Source: an optimization exercise on an open RTL-to-GDS flow (aim: small area, a short achievable clock period and few clock cycles per item). Production flows keep margins and buffers that such runs may drop.
RTL that was checked went through simulation tests only; none was proved equivalent to the original.
No activity file was given, so power comes from the tool's default toggle rates.

Setup of the reference run:
==> flow/design.v <==
module bms_scale #(
    parameter integer XLO = -2147549,
    parameter integer XHI = 2147483
) (
    input  wire [31:0] x,
    output wire        ok
);
    assign ok = ($signed(x) >= XLO) && ($signed(x) <= XHI);
endmodule
module bms_encoder (
    input  wire        clk,
    input  wire        rst,
    input  wire [7:0]  a_local,
    input  wire        req_valid,
    output wire        req_ready,
    input  wire [2:0]  req_kind,
    input  wire [31:0] req_x0,
    input  wire [31:0] req_x1,
    input  wire [31:0] req_x2,
    input  wire [31:0] req_x3,
    input  wire [31:0] req_x4,
    input  wire [7:0]  req_u0,
    input  wire [7:0]  req_u1,
    input  wire [55:0] req_bitmap,
    output reg         out_valid,
    input  wire        out_ready,
    output reg         out_err,
    output reg  [7:0]  out_err_idx,
    output wire [31:0] out_id,
    output reg  [63:0] out_data
);
    wire k_va  = !req_kind[2] && !req_kind[0];           
    wire k_st  = req_kind == 3'd1;                       
    wire k_vc  = req_kind == 3'd3;                       
    wire k_tp  = req_kind == 3'd4;                       
    wire k_ch  = k_vc || k_tp;                           
    wire k_bal = req_kind == 3'd5;                       
    wire signed [41:0] x0s = $signed(req_x0);
    wire signed [41:0] x1s = $signed(req_x1);
    wire signed [41:0] b0 = {26'd0, {16{req_x0[31]}}};
    wire signed [41:0] b1 = {26'd0, {16{req_x1[31]}}};
    wire signed [41:0] p0 = (k_tp ? x0s <<< 7 : x0s <<< 10) - (x0s <<< 5)
                          + (k_tp ? x0s <<< 2 : x0s <<< 3) + b0;
    wire signed [41:0] p1 = (k_tp ? x1s <<< 7 : x1s <<< 10) - (x1s <<< 5)
                          + (k_tp ? x1s <<< 2 : x1s <<< 3) + b1;
    wire [25:0] q0 = p0[41:16];
    wire [25:0] q1 = p1[41:16];
    wire [31:0] x2 = req_x2;
    wire [31:0] b2 = {16'd0, {16{x2[31]}}};
    wire [31:0] p2 = k_st ? (x2 << 8) - x2 + b2
                   : (k_tp ? x2 << 7 : x2 << 10) - (x2 << 5)
                   + (k_tp ? x2 << 2 : x2 << 3) + b2;
    wire [15:0] q2 = p2[31:16];
    wire [23:0] x3 = req_x3[23:0];
    wire [23:0] p3 = (x3 << 8) - x3 + {8'd0, {16{req_x3[31]}}};
    wire [7:0]  q3 = p3[23:16];
    wire [7:0]  q4 = req_x4[23:16] + {7'd0, req_x4[31] && (req_x4[15:0] != 16'd0)};
    wire ok0k, ok1k, ok2k, ok0h, ok1h, ok2h, ok2s, ok3s, ok4;
    bms_scale #(.XLO(-2147549),  .XHI(2147483))  u_ok0k (.x(req_x0), .ok(ok0k));
    bms_scale #(.XLO(-2147549),  .XHI(2147483))  u_ok1k (.x(req_x1), .ok(ok1k));
    bms_scale #(.XLO(-2147549),  .XHI(2147483))  u_ok2k (.x(req_x2), .ok(ok2k));
    bms_scale #(.XLO(-21475491), .XHI(21474836)) u_ok0h (.x(req_x0), .ok(ok0h));
    bms_scale #(.XLO(-21475491), .XHI(21474836)) u_ok1h (.x(req_x1), .ok(ok1h));
    bms_scale #(.XLO(-21475491), .XHI(21474836)) u_ok2h (.x(req_x2), .ok(ok2h));
    bms_scale #(.XLO(-257),      .XHI(65793))    u_ok2s (.x(req_x2), .ok(ok2s));
    bms_scale #(.XLO(-257),      .XHI(65793))    u_ok3s (.x(req_x3), .ok(ok3s));
    bms_scale #(.XLO(-8454143),  .XHI(8388607))  u_ok4  (.x(req_x4), .ok(ok4));
    wire [8:0] first = {1'b0, req_u0};
    wire [8:0] count = {1'b0, req_u1};
    wire use0 = first < count;
    wire use1 = (first + 9'd1) < count;
    wire use2 = (first + 9'd2) < count;
    wire f0 = use0 && !(k_tp ? ok0h : ok0k);
    wire f1 = use1 && !(k_tp ? ok1h : ok1k);
    wire f2 = use2 && !(k_tp ? ok2h : ok2k);
    wire s_err = !ok0k || !ok1k || !ok2s || !ok3s || !ok4;
    wire [2:0] s_idx = !ok0k ? 3'd0 : !ok1k ? 3'd1 : !ok2s ? 3'd2 : !ok3s ? 3'd3 : 3'd4;
    wire [7:0] c_idx = req_u0 + (f0 ? 8'd0 : f1 ? 8'd1 : 8'd2);
    wire       r_err = k_st ? s_err : k_ch ? (f0 || f1 || f2) : 1'b0;
    wire [7:0] r_idx = k_ch ? c_idx : {5'd0, s_idx};
    wire [31:0] q0w = {{6{q0[25]}}, q0};
    wire [31:0] q1w = {{6{q1[25]}}, q1};
    reg [63:0] r_data;
    always @(*) begin
        if (k_va) begin
            r_data = {q0w, q1w};
        end else if (k_st) begin
            r_data = {q0[15:0], q1[15:0], q2[7:0], q3, q4, req_u0};
        end else if (k_ch) begin
            r_data = {req_u0, req_u1,
                      use0 ? q0[15:0] : 16'd0,
                      use1 ? q1[15:0] : 16'd0,
                      use2 ? q2 : 16'd0};
        end else if (k_bal) begin
            r_data = {req_u0, req_bitmap};
        end else begin
            r_data = {req_u0, req_u1, 48'd0};
        end
    end
    reg [2:0] out_kind;
    assign req_ready = !out_valid || out_ready;
    always @(posedge clk) begin
        if (rst) begin
            out_valid <= 1'b0;
        end else if (req_ready) begin
            out_valid <= req_valid;
        end
        if (req_ready) begin
            out_err     <= r_err;
            out_err_idx <= r_idx;
            out_kind    <= req_kind;
            out_data    <= r_data;
        end
    end
    reg [7:0] pt;
    always @(*) begin
        case (out_kind)
            3'd0: pt = 8'd38;
            3'd1: pt = 8'd45;
            3'd2: pt = 8'd40;
            3'd3: pt = 8'd41;
            3'd4: pt = 8'd43;
            3'd5: pt = 8'd42;
            default: pt = 8'd255;
        endcase
    end
    assign out_id = {16'h8000, pt, a_local};
endmodule
==> flow/config.mk <==
export PLATFORM = sky130hd
export DESIGN_NAME = bms_encoder
export DESIGN_NICKNAME = bms_encoder
export VERILOG_FILES = /design/flow/design.v
export SDC_FILE = /design/flow/constraint.sdc
export NUM_CORES = 4
export LEC_CHECK = 0
export CAP_MARGIN = 20
export CORE_MARGIN = 2
export CORE_UTILIZATION = 40
export SLEW_MARGIN = 20
==> flow/constraint.sdc <==
create_clock -name core_clock -period 12.0 [get_ports {clk}]
set_input_delay 2.4000 -clock core_clock [delete_from_list [all_inputs] [get_ports {clk}]]
set_output_delay 2.4000 -clock core_clock [all_outputs]
set_load 0.01 [all_outputs]
run.sh (not shown) runs the stock make flow with config.mk's settings and CLKGATE_MAP_FILE= SYNTH_SCRIPT=/design/flow/synth_recipe.tcl, a recipe that flattens the netlist after the stock synthesis.
Testbench counts of the reference run, summed over its fixed seeds: cycles 16,008, items 16,000.
Edits applied to the flow inputs when going from the reference run to the trial run:
--- a/flow/design.v
+++ b/flow/design.v
@@ -25,9 +25,9 @@
     output reg         out_valid,
     input  wire        out_ready,
     output reg         out_err,
-    output reg  [7:0]  out_err_idx,
+    output wire [7:0]  out_err_idx,
     output wire [31:0] out_id,
-    output reg  [63:0] out_data
+    output wire [63:0] out_data
 );
     wire k_va  = !req_kind[2] && !req_kind[0];           
     wire k_st  = req_kind == 3'd1;                       
@@ -35,21 +35,22 @@
     wire k_tp  = req_kind == 3'd4;                       
     wire k_ch  = k_vc || k_tp;                           
     wire k_bal = req_kind == 3'd5;                       
+    wire h = req_kind[2];
     wire signed [41:0] x0s = $signed(req_x0);
     wire signed [41:0] x1s = $signed(req_x1);
     wire signed [41:0] b0 = {26'd0, {16{req_x0[31]}}};
     wire signed [41:0] b1 = {26'd0, {16{req_x1[31]}}};
-    wire signed [41:0] p0 = (k_tp ? x0s <<< 7 : x0s <<< 10) - (x0s <<< 5)
-                          + (k_tp ? x0s <<< 2 : x0s <<< 3) + b0;
-    wire signed [41:0] p1 = (k_tp ? x1s <<< 7 : x1s <<< 10) - (x1s <<< 5)
-                          + (k_tp ? x1s <<< 2 : x1s <<< 3) + b1;
+    wire signed [41:0] p0 = (h ? x0s <<< 7 : x0s <<< 10) - (x0s <<< 5)
+                          + (h ? x0s <<< 2 : x0s <<< 3) + b0;
+    wire signed [41:0] p1 = (h ? x1s <<< 7 : x1s <<< 10) - (x1s <<< 5)
+                          + (h ? x1s <<< 2 : x1s <<< 3) + b1;
     wire [25:0] q0 = p0[41:16];
     wire [25:0] q1 = p1[41:16];
     wire [31:0] x2 = req_x2;
     wire [31:0] b2 = {16'd0, {16{x2[31]}}};
-    wire [31:0] p2 = k_st ? (x2 << 8) - x2 + b2
-                   : (k_tp ? x2 << 7 : x2 << 10) - (x2 << 5)
-                   + (k_tp ? x2 << 2 : x2 << 3) + b2;
+    wire [31:0] p2 = (!h && !req_kind[1]) ? (x2 << 8) - x2 + b2
+                   : (h ? x2 << 7 : x2 << 10) - (x2 << 5)
+                   + (h ? x2 << 2 : x2 << 3) + b2;
     wire [15:0] q2 = p2[31:16];
     wire [23:0] x3 = req_x3[23:0];
     wire [23:0] p3 = (x3 << 8) - x3 + {8'd0, {16{req_x3[31]}}};
@@ -70,9 +71,9 @@
     wire use0 = first < count;
     wire use1 = (first + 9'd1) < count;
     wire use2 = (first + 9'd2) < count;
-    wire f0 = use0 && !(k_tp ? ok0h : ok0k);
-    wire f1 = use1 && !(k_tp ? ok1h : ok1k);
-    wire f2 = use2 && !(k_tp ? ok2h : ok2k);
+    wire f0 = use0 && !(h ? ok0h : ok0k);
+    wire f1 = use1 && !(h ? ok1h : ok1k);
+    wire f2 = use2 && !(h ? ok2h : ok2k);
     wire s_err = !ok0k || !ok1k || !ok2s || !ok3s || !ok4;
     wire [2:0] s_idx = !ok0k ? 3'd0 : !ok1k ? 3'd1 : !ok2s ? 3'd2 : !ok3s ? 3'd3 : 3'd4;
     wire [7:0] c_idx = req_u0 + (f0 ? 8'd0 : f1 ? 8'd1 : 8'd2);
@@ -97,7 +98,10 @@
             r_data = {req_u0, req_u1, 48'd0};
         end
     end
-    reg [2:0] out_kind;
+    reg [2:0]  out_kind;
+    reg [63:0] out_reg;
+    assign out_data    = out_reg;
+    assign out_err_idx = out_reg[7:0];
     assign req_ready = !out_valid || out_ready;
     always @(posedge clk) begin
         if (rst) begin
@@ -107,9 +111,8 @@
         end
         if (req_ready) begin
             out_err     <= r_err;
-            out_err_idx <= r_idx;
             out_kind    <= req_kind;
-            out_data    <= r_data;
+            out_reg     <= {r_data[63:8], r_err ? r_idx : r_data[7:0]};
         end
     end
     reg [7:0] pt;
### Flow results
Synthesis-to-finish area growth: the trial run vs the reference run down 0.80 points
Changes observed in the trial run relative to the reference run: floorplan row count climbed about 1.3%, total stage count of the critical path climbed 2.
Time the final worst path needs with I/O delays and setup delta for the trial run relative to the reference run: 0.32 ns lower
The proportion of power drawn by the clock network number comes out higher for the reference run vs the trial run.
Changes observed in the trial run relative to the reference run: internal portion of total power fell about 1.4%; area enclosed by the die boundary shows an increase of 1.3%; hold slack +0.019 ns; share of the cycle needed by the critical path after routing has decreased.
No functional check of the RTL was part of the trial run.

## port drivers added, routing unchanged
The flow's constraints put no driver on any port. The routed layouts listed below were extracted and timed again, unchanged, in two steps. Step 1 sets driving cells, clkbuf_16 on the clock port and buf_2 on the other inputs (assumed; they add their load-dependent delay and slew). Step 2 adds t to the input delays and takes it off the output delays; t is the mean of the earliest and latest rising clock arrival at the registers after step 1. Input paths then give back, and output paths get back, about the clock's delay inside the block. Three values: ideal ports, drivers, drivers and shift; two values: the first two.
run | t, ns | setup WS [ns] | latest minus earliest clock arrival (ns)
the reference run | 0.392 | 3.735 / 3.757 / 3.366 | 0.018 / 0.017
the trial run | 0.399 | 4.052 / 4.021 / 3.622 | 0.012 / 0.012
After both steps every run listed still meets setup and hold. The setup slack of the trial run, which loses most, moves by -0.031 ns with the drivers and by -0.430 ns with both steps.
